This is an optimization exercise on Yosys and OpenROAD, whose aim is small area, a short achievable clock period and few clock cycles, not a production implementation.
The RTL was checked by simulation tests, not by an equivalence proof against the original design.
Power figures rest on the tool's default switching activity, not on a simulated workload.

==> design/flow/design.v <==
module npk_preview (
    input  wire        clk,
    input  wire        rst,
    input  wire        start,
    input  wire [2:0]  start_frames,     
    input  wire [16:0] start_out,        
    output wire        ready,
    input  wire        ld_valid,
    input  wire [7:0]  ld_data,
    output wire        ld_ready,
    output wire        out_valid,
    output wire [7:0]  out_data,
    input  wire        out_ready,
    output wire        done
);
    localparam S_IDLE = 3'd0;
    localparam S_LOAD = 3'd1;
    localparam S_MUL  = 3'd2;
    localparam S_DIV  = 3'd3;
    localparam S_EMIT = 3'd4;
    localparam S_DONE = 3'd5;
    reg [2:0]  state;
    reg [7:0]  img [0:63];       
    reg [6:0]  nbytes;           
    reg [6:0]  lcnt;
    reg [7:0]  src;              
    reg [16:0] outlen;
    reg [16:0] i;                
    reg [24:0] divd;             
    reg [16:0] rem;
    reg [4:0]  div_cnt;
    assign ready    = (state == S_IDLE);
    assign ld_ready = (state == S_LOAD);
    assign done     = (state == S_DONE);
    wire [24:0] prod    = i * src;
    wire [17:0] rem_sh  = {rem, divd[24]};
    wire        rem_ge  = (rem_sh >= {1'b0, outlen});
    wire [17:0] rem_dif = rem_sh - {1'b0, outlen};
    wire [16:0] rem_nx  = rem_ge ? rem_dif[16:0] : rem_sh[16:0];
    wire [24:0] q       = divd;
    wire [7:0]  src_m1  = src - 8'd1;
    wire [7:0]  jidx    = (q > {17'd0, src_m1}) ? src_m1 : q[7:0];
    wire [7:0]  byte_j  = img[jidx[6:1]];
    wire [3:0]  nib     = jidx[0] ? byte_j[3:0] : byte_j[7:4];
    assign out_valid = (state == S_EMIT);
    assign out_data  = (jidx[4:0] == 5'd0) ? 8'h78 : {nib, 4'd0};
    always @(posedge clk) begin
        if (rst) begin
            state <= S_IDLE;
        end else begin
            case (state)
                S_IDLE: begin
                    if (start) begin
                        nbytes <= {start_frames, 4'd0};
                        src    <= {start_frames, 5'd0};
                        outlen <= start_out;
                        lcnt   <= 7'd0;
                        i      <= 17'd0;
                        if (start_frames == 3'd0)
                            state <= S_DONE;
                        else
                            state <= S_LOAD;
                    end
                end
                S_LOAD: begin
                    if (ld_valid) begin
                        img[lcnt[5:0]] <= ld_data;
                        lcnt <= lcnt + 7'd1;
                        if (lcnt == nbytes - 7'd1)
                            state <= (outlen == 17'd0) ? S_DONE : S_MUL;
                    end
                end
                S_MUL: begin
                    divd    <= prod;
                    rem     <= 17'd0;
                    div_cnt <= 5'd0;
                    state   <= S_DIV;
                end
                S_DIV: begin
                    divd    <= {divd[23:0], rem_ge};
                    rem     <= rem_nx;
                    div_cnt <= div_cnt + 5'd1;
                    if (div_cnt == 5'd24)
                        state <= S_EMIT;
                end
                S_EMIT: begin
                    if (out_ready) begin
                        i <= i + 17'd1;
                        state <= (i == outlen - 17'd1) ? S_DONE : S_MUL;
                    end
                end
                S_DONE: begin
                    state <= S_IDLE;
                end
                default: state <= S_IDLE;
            endcase
        end
    end
endmodule
==> design/flow/run.sh <==
#!/bin/bash
# synth_recipe.tcl (not shown) runs the flow's synth.tcl, then flattens the netlist and writes it again
# the make line also repeats each setting of config.mk as NAME=value (left out here)
make -C /OpenROAD-flow-scripts/flow DESIGN_CONFIG=/design/flow/config.mk WORK_HOME=/design/flow/orfs CLKGATE_MAP_FILE= SYNTH_SCRIPT=/design/flow/synth_recipe.tcl finish
==> design/flow/config.mk <==
export PLATFORM = sky130hd
export DESIGN_NAME = npk_preview
export DESIGN_NICKNAME = npk_preview
export VERILOG_FILES = /design/flow/design.v
export SDC_FILE = /design/flow/constraint.sdc
export NUM_CORES = 4
export LEC_CHECK = 0
export CAP_MARGIN = 20
export CORE_MARGIN = 2
export CORE_UTILIZATION = 40
export SLEW_MARGIN = 20
==> design/flow/constraint.sdc <==
create_clock -name core_clock -period 10.0 [get_ports {clk}]
set_input_delay 2.0000 -clock core_clock [delete_from_list [all_inputs] [get_ports {clk}]]
set_output_delay 2.0000 -clock core_clock [all_outputs]
set_load 0.01 [all_outputs]
==> summary.txt, run 1 <==
Timing
  • # setup viols final: 0
  • Aggregate negative setup slack: 0 ns
  • Slew headroom: 0.197
  • Fraction of the cycle the final worst path needs: 0.892
  • Slew at the pin closest to its max-slew limit: 1.20 ns
  • Achievable clock frequency: 112 MHz
  • Endpoints failing hold: 0
  • Worst clock skew: 0.0299 ns
  • Minimum period implied by the final worst setup slack: 8.92 ns
  • Unrepaired setup endpoints after global routing: false
  • Max Transition Viols Final: 0

Critical path
  • Worst-case reg-to-reg path depth: 15
  • Reg-to-reg critical path startpoint: nbytes[6]
  • Critical-path maximum fanout: 74
  • CP Class: flop to output pin
  • Critical path arrival: 6.92 ns
  • Type of destination of the critical path: output pin
  • Required time worst endpoint: 8.00 ns
  • Setup crit end: out_data[5]
  • Element type at the critical path start: flop
  • Register-to-register setup slack: 5.71 ns
  • Critical Path Start: nbytes[5]
  • Endpoint of the lowest-slack register-to-register path: divd[21]

Clock tree
  • Number of sinks handled by clock tree synthesis: 606
  • Number of clock buffers inserted by TritonCTS: 69
  • Worst-skew pair later-pin latency: 0.62 ns
  • Clock tree root buffer cell: clkbuf_16
  • Post-CTS sizing: 0
  • H-tree level count: 3
  • CTS tree: yes
  • Post-CTS Setup Repair Bufs: 0
  • Clk buf depth: 3
  • Hold buffer count at CTS: 0
  • Reg clk slew, reported paths: 0.06 ns

Synthesis
  • Share of synthesized registers carrying an async set or reset: 0
  • Number of different library cells in the post-synthesis netlist: 87
  • Seq/Total Area, Yosys: 0.657
  • Top cells by area, synth: edfxtp_1 (66%), nand2_1 (3.1%), mux2i_1 (2.7%)
  • Number of synthesized flops with an enable pin: 603
  • Synth top area share: 0.655
  • Top cell type by total area after synthesis: edfxtp_1
  • Number of register bits inferred by synthesis: 606
  • Syn. warnings: 1
  • Number of cells produced by synthesis: 2096
  • Prevailing post-synth register cell: edfxtp_1
  • Mean instance size in the synthesized netlist: 13.2 sq um
  • Post-synthesis cell area: 0.0276 sq mm

GRT
  • GR met2 Demand/Resource: 0.347
  • Global-route wire length before repair: 114000 um
  • Antenna violations before repair: 0
  • Vias in the first global route: 17.8k
  • GRT met3 Usage: 0.0411
  • Highest-utilization routing layer at the global route stage: met2
  • Maximum number of pins on one net before global-route repair: 75
  • GRT Overall Usage: 0.215
  • Remaining global-route overflow: 0
  • GR Layer Usage met1: 0.285

Placed design
  • Instance area at placement: 0.0289 sq mm
  • Dpl hpwl: 49600 um
  • Count of input and output buffers: 41
  • Gp weighted congestion: 0.927

Cells and area
  • Most common library cell in the layout ignoring fill and taps: edfxtp_1
  • Final net count: 2227
  • Final std cell area, no fill: 0.0311 sq mm
  • Number of inserted diodes: 0
  • Leading cell types in the layout, fill and taps excluded: edfxtp_1 (603), nand2_1 (227), nor2_1 (175)
  • Share of final-layout standard cells stronger than drive strength 1: 0.0872
  • Area growth from synthesis to final layout: 12.7%

Detailed routing
  • Per-cell routed wire length: 25.0 um
  • Total DRC errors in the routed layout: 0
  • Via Count: 18.1k
  • Drt total wl: 76500 um
  • DRC marker count from the first detailed-route iteration: 2069
  • Count of TritonRoute iterations in the first routing pass: 5
  • Count of nets left with antenna violations after detail routing: 0
  • Via-to-Cell Ratio: 5.92

Die
  • Core box area: 0.0685 sq mm
  • Area enclosed by the die boundary: 0.0712 sq mm
  • Ports placed on the boundary: 45
  • Number of cell rows: 96
  • Effective utilization at floorplan: 0.404
  • Chip Height: 267 um
  • Die width: 267 um

Pwr
  • Power density relative to cell area: 206 mW/mm^2
  • Leakage dissipation: 10.4 nW
  • Peak ir drop on the vdd network: 0.111 mV
  • Overall power of the completed layout: 0.00641 W

Min path
  • Hold Path Origin: divd[9]
  • Type of the worst min-delay path: flop to flop

Run
  • Max_cap viols: 0

Run status
  • Run status: finished clean
[flip-flops by register name, indices dropped and copies added (netlist names)]
| signal | flops |
|---|---|
| outlen | 17 |
| nbytes | 3 |
| div_cnt | 5 |
| lcnt | 7 |
| img | 512 |
| divd | 25 |
| rem | 17 |
| i | 17 |
| state | 3 |
[how the worst min path moves through the flow]
| stage | to | slack, ns | cells after the start |
|---|---|---|---|
| 6_report | divd[10] | 0.58 | 2 |
| 2_1_floorplan | divd[10] | 0.54 | 2 |
| 5_1_grt | divd[10] | 0.62 | 2 |
| 4_1_cts | divd[10] | 0.58 | 2 |
| 3_3_place_gp | rem[11] | 0.57 | 2 |
| 3_5_place_dp | divd[10] | 0.59 | 2 |
[metrics by stage]
step / instances / hold WS [ns] / utilization / setup WS (ns)
after floorplan: 2098 / 0.543 / - / 3.81
after global placement: 2939 / 0.574 / 0.423 / 1.84
after detailed placement: 2940 / 0.589 / 0.423 / 1.78
after CTS: 3059 / 0.578 / 0.455 / 1.09
after global routing: 3062 / 0.619 / 0.455 / 0.814
final: 3062 / 0.581 / 0.455 / 1.08
[Yosys cell counts (all sizes together) (12+ instances only)]
cell / count
o21ai: 56
nor4: 12
or3: 16
nand4: 13
ha: 45
a21oi: 87
o221ai: 74
nor3: 39
nand3: 103
buf: 46
xor2: 29
inv: 76
edfxtp: 603
mux4: 17
o21a: 12
mux2i: 75
o22ai: 13
clkbuf: 78
nand2: 227
a31oi: 23
xnor2: 40
and3: 24
a211oi: 20
fa: 17
a32oi: 14
nor2: 176
[cells by family after synthesis]
logic type / count (synthesis) / share of synthesized area
muxes: 95 / 0.0425
AOI/OAI and AO/OA: 395 / 0.101
buffers and inverters: 202 / 0.0312
other: 1 / 0.000136
and+or+nand+nor: 666 / 0.113
DFF: 606 / 0.657
xor gates and xnor gates: 69 / 0.0219
adders and majority gates: 62 / 0.0327
[area by class of cell]
cell class,instances,area (sq um)
multi-input combinational,1290,8670
clock inverter,33,349
tap,882,1100
clock buffer,86,1830
timing repair buffer,87,733
fill,6074,37300
inverter,78,293
sequential,606,18200
[power breakdown]
part           internal (W)  switching, W
clock               0.00146       0.00102
combinational      0.000348      0.000572
sequential          0.00291      0.000102
[critical path, cell delays in order (launching register included)]
cell and delay (ns):
edfxtp_1 0.74, inv_1 0.09, ha_1 0.38, ha_1 0.32
a21oi_1 0.25, o2111ai_2 0.44, nor2_4 0.83, buf_12 0.42
o221ai_1 0.19, o211a_1 0.18, o41ai_1 0.98, o2bb2ai_1 0.26
a311oi_1 0.34, o21a_1 0.24, clkdlybuf4s50_1 0.57
[metal layers]
metal  up-vias  wire length (um)  part of all wire
met3       145              5930             0.077
met1      9123             31800              0.42
li1       8079                 -                 -
met4         0              2620             0.034
met5         -                 0                 0
met2       773             36200              0.47
Testbench counts, summed over its fixed seeds: cycles 1,004,002.
==> run 2: changes to the inputs <==
==> design/flow/design.v (replaced) <==
module npk_preview (
    input  wire        clk,
    input  wire        rst,
    input  wire        start,
    input  wire [2:0]  start_frames,     
    input  wire [16:0] start_out,        
    output wire        ready,
    input  wire        ld_valid,
    input  wire [7:0]  ld_data,
    output wire        ld_ready,
    output wire        out_valid,
    output wire [7:0]  out_data,
    input  wire        out_ready,
    output wire        done
);
    reg        ready_r;          
    reg        done_r;
    reg        load_r;           
    reg        emit_r;           
    reg        ldr_r;            
    reg        init_r;           
    reg [2:0]  frames;
    reg [16:0] outn;             
    reg [5:0]  lcnt;             
    reg [5:0]  pos;              
    wire take    = ldr_r & ld_valid;
    wire go      = ready_r & start;
    wire lastld  = (lcnt[3:0] == 4'hf) & (lcnt[5:4] == frames[1:0] - 2'd1);
    wire out0    = &outn;        
    reg [7:0]  ring [0:63];
    integer k;
    always @(posedge clk) begin
        ring[0] <= ldr_r ? ld_data : ring[63];
        for (k = 1; k < 64; k = k + 1)
            ring[k] <= ring[k-1];
    end
    reg [7:0] tap;
    always @(*) begin
        tap = ring[{pos[5:2], 2'b11}];
    end
    reg [17:0] e;                
    reg [7:0]  jj;               
    reg [1:0]  ahead;            
    reg        fpar;             
    reg [7:0]  bb0, bb1;       
    wire       eneg   = e[17];
    wire [7:0] src    = {frames, 5'd0};
    wire       jfst   = (jj[4:0] == 5'd0);
    wire       jend   = jfst & (jj[7:5] == frames);
    wire       have   = (ahead != 2'd0);
    reg        ov, sv;
    reg [4:0]  od, sd;
    wire emit   = emit_r & eneg & ~sv & (have | jfst) & ~jend;
    wire settle = emit_r & ~eneg & (~jj[0] | have);
    wire [17:0] x    = e + {10'd0, src};
    wire [17:0] y    = e + {1'b1, outn} + 18'd1 + ((eneg | init_r) ? {10'd0, src} : 18'd0);
    wire        jinc = settle | (emit & ~x[17]);
    wire        bstep = jinc & jj[0];
    wire        fetch = emit_r & (pos[1:0] == 2'b11) & (ahead != 2'd2);
    wire [7:0] cb   = jj[1] ? bb1 : bb0;
    wire [3:0] nib  = jj[0] ? cb[3:0] : cb[7:4];
    wire [4:0] val  = jfst ? 5'b01111 : {nib, 1'b0};
    wire ofree = ~ov | out_ready;
    wire fin   = emit_r & jend & ~sv & ofree;
    always @(posedge clk) begin
        pos  <= (ready_r) ? 6'd63 : (fetch ? pos : pos + 6'd1);
        lcnt <= (ready_r) ? 6'd0 : lcnt + {5'd0, take};
        if (ready_r) begin
            frames <= start_frames;
            outn   <= ~start_out;
        end
        if (ready_r) begin
            e    <= 18'd0;
            jj   <= 8'd0;
            ahead <= 2'd0;
            fpar <= 1'b0;
        end else begin
            if (init_r)
                e <= y;
            else if (settle)
                e <= y;
            else if (emit)
                e <= x[17] ? x : y;
            if (jinc) jj <= jj + 8'd1;
            ahead <= ahead + {1'b0, fetch} - {1'b0, bstep};
            if (fetch) begin
                fpar <= ~fpar;
                if (fpar) bb1 <= tap; else bb0 <= tap;
            end
        end
        if (load_r & take & lastld & ~out0) begin
            ov <= 1'b1;
            od <= 5'b01111;
        end else if (ofree) begin
            if (sv) begin
                ov <= 1'b1;
                od <= sd;
            end else begin
                ov <= emit;
                od <= val;
            end
        end
        if (ofree)
            sv <= 1'b0;
        else if (emit) begin
            sv <= 1'b1;
            sd <= val;
        end
        init_r <= go;
        if (rst) begin
            ready_r <= 1'b1;
            done_r  <= 1'b0;
            load_r  <= 1'b0;
            emit_r  <= 1'b0;
            ldr_r   <= 1'b0;
            ov      <= 1'b0;
            sv      <= 1'b0;
        end else begin
            if (go) begin
                ready_r <= 1'b0;
                done_r  <= (start_frames == 3'd0);
                load_r  <= (start_frames != 3'd0);
                ldr_r   <= (start_frames != 3'd0);
                emit_r  <= 1'b0;
            end else if (load_r) begin
                if (take & lastld) begin
                    load_r  <= 1'b0;
                    ldr_r   <= 1'b0;
                    emit_r  <= ~out0;
                    done_r  <= out0;
                end else begin
                    ldr_r <= ldr_r ? take : (pos + 6'd2 == lcnt);
                end
            end else if (emit_r) begin
                if (fin) begin
                    emit_r  <= 1'b0;
                    done_r  <= 1'b1;
                end
            end else begin
                ready_r <= 1'b1;
                done_r  <= 1'b0;
            end
        end
    end
    assign ready     = ready_r;
    assign done      = done_r;
    assign ld_ready  = ldr_r;
    assign out_valid = ov;
    assign out_data  = {od, 3'b000};
endmodule
==> run 2 against run 1 <==
  * Still clean
  * Power decreased by 19%
  * Sequential power decreased by 14%
  * Largest power group unchanged
  * Die area decreased by 38%
  * Clock-buffer cell count decreased by 12
  * Flip-flop and latch count increased by 1
  * Critical path type unchanged
==> summary.txt, run 2 <==
Run status
  • Run status: finished clean (unchanged)

Clock tree
  • CTS tree: yes (unchanged)
  • Number of sinks handled by clock tree synthesis: 607 (was 606)
  • Worst-skew pair later-pin latency: 0.61 ns (was 0.62 ns)
  • H-tree level count: 2 (was 3)
  • Post-CTS sizing: 0 (unchanged)
  • Clk buf depth: 3 (unchanged)
  • Clock tree root buffer cell: clkbuf_16 (unchanged)
  • Post-CTS Setup Repair Bufs: 0 (unchanged)
  • Hold buffer count at CTS: 0 (unchanged)
  • Number of clock buffers inserted by TritonCTS: 57 (was 69)
  • Reg clk slew, reported paths: 0.06 ns (about the same)

Timing
  • Worst clock skew: 0.0319 ns (was 0.0299 ns)
  • Minimum period implied by the final worst setup slack: 3.82 ns (was 8.92 ns)
  • Slew at the pin closest to its max-slew limit: 0.967 ns (was 1.20 ns)
  • Slew headroom: 0.354 (was 0.197)
  • Fraction of the cycle the final worst path needs: 0.382 (was 0.892)
  • Final critical-path setup slack: 6.18 ns (was 1.08 ns)
  • # setup viols final: 0 (unchanged)
  • Endpoints failing hold: 0 (unchanged)
  • Aggregate negative setup slack: 0 ns (unchanged)
  • Max Transition Viols Final: 0 (unchanged)
  • Achievable clock frequency: 262 MHz (was 112 MHz)
  • Unrepaired setup endpoints after global routing: false (unchanged)

Die
  • Chip Height: 210 um (was 267 um)
  • Area enclosed by the die boundary: 0.0441 sq mm (was 0.0712 sq mm)
  • Die width: 210 um (was 267 um)
  • Number of cell rows: 75 (was 96)
  • Core box area: 0.0419 sq mm (was 0.0685 sq mm)
  • Effective utilization at floorplan: 0.405 (was 0.404)
  • Ports placed on the boundary: 45 (unchanged)

Cells and area
  • Final Util: 0.480 (was 0.455)
  • Number of inserted diodes: 0 (unchanged)
  • Most common library cell in the layout ignoring fill and taps: dfxtp_1 (was edfxtp_1)
  • Final std cell area, no fill: 0.0201 sq mm (was 0.0311 sq mm)
  • Non-filler cells, final: 1921 (was 3062)
  • Final net count: 1412 (was 2227)
  • Share of final-layout standard cells stronger than drive strength 1: 0.112 (was 0.0872)
  • Leading cell types in the layout, fill and taps excluded: dfxtp_1 (563), nor2_1 (78), clkbuf_16 (62) (was edfxtp_1 (603), nand2_1 (227), nor2_1 (175))
  • Flip-flop count of the largest register after layout: 512 (unchanged)
  • Area growth from synthesis to final layout: 18.6% (was 12.7%)

Critical path
  • Required time worst endpoint: 8.00 ns (about the same)
  • Critical Path Start: ldr_r (was nbytes[5])
  • Largest delay contributor family on the critical path: buffers and inverters (was compound AO/OA/AOI/OAI gates)
  • Number of logic stages on the critical path including buffering: 2 (was 14)
  • Reg-to-reg critical path startpoint: e[17] (was nbytes[6])
  • Critical path arrival: 1.82 ns (was 6.92 ns)
  • Endpoint of the lowest-slack register-to-register path: e[14] (was divd[21])
  • Total buffers and inverters traversed by the critical path: 2 (was 3)
  • CP peak stage delay: 0.60 ns (was 0.98 ns)
  • Critical path, cell by cell: buf_4 > clkdlybuf4s50_1 (was inv_1 > ha_1 > ha_1 > a21oi_1 > o2111ai_2 > nor2_4 > buf_12 > o221ai_1 > o211a_1 > o41ai_1 > o2bb2ai_1 > a311oi_1 > o21a_1 > clkdlybuf4s50_1)
  • Type of destination of the critical path: output pin (unchanged)
  • Worst-case reg-to-reg path depth: 11 (was 15)
  • Cell with the biggest individual delay on the critical path: clkdlybuf4s50_1 (was o41ai_1)
  • Element type at the critical path start: flop (unchanged)
  • Critical-path maximum fanout: 12 (was 74)
  • Register-to-register setup slack: 6.33 ns (was 5.71 ns)
  • Setup crit end: ld_ready (was out_data[5])
  • CP Class: flop to output pin (unchanged)

Detailed routing
  • Drt total wl: 30800 um (was 76500 um)
  • DRC marker count from the first detailed-route iteration: 502 (was 2069)
  • Total DRC errors in the routed layout: 0 (unchanged)
  • Via Count: 9073 (was 18.1k)
  • Count of nets left with antenna violations after detail routing: 0 (unchanged)
  • Via-to-Cell Ratio: 4.72 (was 5.92)
  • Per-cell routed wire length: 16.0 um (was 25.0 um)
  • Count of TritonRoute iterations in the first routing pass: 4 (was 5)

GRT
  • GRT Overall Usage: 0.143 (was 0.215)
  • Maximum number of pins on one net before global-route repair: 70 (was 75)
  • Vias in the first global route: 8966 (was 17.8k)
  • Remaining global-route overflow: 0 (unchanged)
  • Global-route wire length before repair: 49100 um (was 114000 um)
  • Antenna violations before repair: 0 (unchanged)

Synthesis
  • Number of cells produced by synthesis: 1262 (was 2096)
  • Prevailing post-synth register cell: dfxtp_1 (was edfxtp_1)
  • Post-synthesis cell area: 0.0170 sq mm (was 0.0276 sq mm)
  • Syn. warnings: 2 (was 1)
  • Number of different library cells in the post-synthesis netlist: 80 (was 87)
  • Mean instance size in the synthesized netlist: 13.4 sq um (was 13.2 sq um)
  • Top cell type by total area after synthesis: dfxtp_1 (was edfxtp_1)
  • Top cells by area, synth: dfxtp_1 (67%), edfxtp_1 (7.3%), ha_1 (3.0%) (was edfxtp_1 (66%), nand2_1 (3.1%), mux2i_1 (2.7%))
  • Number of synthesized flops with an enable pin: 41 (was 603)
  • Number of register bits inferred by synthesis: 607 (was 606)
  • Synth top area share: 0.668 (was 0.655)
  • Ranking of synthesized cells by instance count: dfxtp_1 (566), nor2_1 (78), nand2_1 (60) (was edfxtp_1 (603), nand2_1 (227), nor2_1 (175))
  • Seq/Total Area, Yosys: 0.740 (was 0.657)
  • Most common cell in the synthesized netlist: dfxtp_1 (was edfxtp_1)
  • Share of synthesized registers carrying an async set or reset: 0 (unchanged)

Pwr
  • Leakage dissipation: 8.15 nW (was 10.4 nW)
  • Peak ir drop on the vdd network: 0.141 mV (was 0.111 mV)
  • Power density relative to cell area: 259 mW/mm^2 (was 206 mW/mm^2)

Placed design
  • Gp weighted congestion: 0.811 (was 0.927)
  • Instance area at placement: 0.0180 sq mm (was 0.0289 sq mm)
  • Count of input and output buffers: 41 (unchanged)
  • Count of placed standard cells including taps: 1813 (was 2940)
  • Setup WS pre-CTS: 6.27 ns (was 1.78 ns)
  • Dpl hpwl: 19800 um (was 49600 um)

Min path
  • Type of the worst min-delay path: flop to flop (unchanged)
  • Hold path depth: 0 (was 2)

Run
  • Max_cap viols: 0 (unchanged)
## run 2: cell types whose count changed after synthesis, sizes merged, moves of 34 or more
cell / previous run / this run
nand2: 227 / 61
dfxtp: 3 / 566
mux2i: 75 / 23
o221ai: 74 / 1
a21oi: 87 / 43
nor2: 176 / 79
clkbuf: 78 / 26
buf: 46 / 12
edfxtp: 603 / 41
nand3: 103 / 20
## run 2: power breakdown
group | switching, W | internal (W) | leakage, nW
Combinational | 0.000137 | 0.0000909 | 2.06
Sequential | 0.0000452 | 0.00255 | 5.02
Clock | 0.000931 | 0.00145 | 1.07
Total | 0.00111 | 0.00409 | 8.15
## run 2: worst reg2reg max path: stages (launching register included)
cell       delay, ns
dfxtp_1         0.50
o21ai_0         0.20
fa_1            0.51
inv_1           0.04
ha_1            0.34
nand3_1         0.09
o211ai_1        0.12
o41ai_1         0.72
nor3_1          0.20
a211o_1         0.36
xnor2_1         0.15
a2111oi_2       0.34
## run 2: per-layer routing
layer | routed length [um] | up-vias | track usage
li1 | - | 4497 | -
met1 | 15300 | 4353 | 0.203
met2 | 13300 | 172 | 0.214
met3 | 1390 | 51 | 0.0292
met4 | 773 | 0 | 0.0562
met5 | 0 | - | 0
## run 2: how the worst min path moves through the flow
stage | start | endpoint | slack (ns)
2_1_floorplan | ring[9][0] | ring[10][0] | 0.31
3_3_place_gp | ring[58][6] | ring[59][6] | 0.31
3_5_place_dp | ring[16][0] | ring[17][0] | 0.31
4_1_cts | ring[22][5] | ring[23][5] | 0.31
5_1_grt | ring[22][5] | ring[23][5] | 0.32
6_report | ring[22][5] | ring[23][5] | 0.32
## run 2: logic make-up (layout without fill, tap and decap cells)
family,Yosys count,in the layout,share of synthesized area
other cells,1,3,0.000221
buf+inv,84,202,0.0195
simple gates,254,254,0.0732
fa+ha+maj,46,46,0.0361
mux,45,45,0.0329
xor+xnor,39,39,0.0201
flops,607,607,0.740
compound gates,186,186,0.0779
## run 2: final cells by class
type	count	area, sq um
Inverter	46	173
Clock inverter	34	497
Fill cell	3645	21800
Clock buffer	74	1670
Timing Repair Buffer	48	463
Multi-Input combinational cell	573	4100
Sequential cell	607	12600
Tap cell	539	674
## run 2: metrics by stage
step	hold slack, ns	power (W)
after CTS	0.312	0.00526
after detailed placement	0.312	0.00288
final	0.316	0.00521
after floorplan	0.310	0.00279
after global routing	0.315	0.00539
after global placement	0.310	0.00287
Testbench counts of run 2, summed over its fixed seeds: cycles 40,390.

-- static timing again, ports no longer ideal --
No port has a modelled driver above. Below, the same layouts with a new extraction and two added sets of constraints.
Step 1 assumes that a clkbuf_16 drives the clock port and a buf_2 every other input.
Step 2 adds t to the input delays and takes it off the output delays; t is the mean of the earliest and latest rising clock arrival at the registers after step 1. Input paths then give back, and output paths get back, about the clock's delay inside the block.
Three values: ideal ports, drivers, drivers and shift; two values: the first two.
run | t (ns) | setup WS [ns] | hold WS [ns] | worst register clock-pin slew, ns | pins driven straight from the clock port
run 1 | 0.670 | 1.076 / 1.016 / 1.686 | 0.581 / 0.581 / 0.581 | 0.06 / 0.06 | 1
run 2 | 0.647 | 6.177 / 6.121 / 6.212 | 0.316 / 0.316 / 0.316 | 0.07 / 0.07 | 1
After both steps every run listed still meets setup and hold.
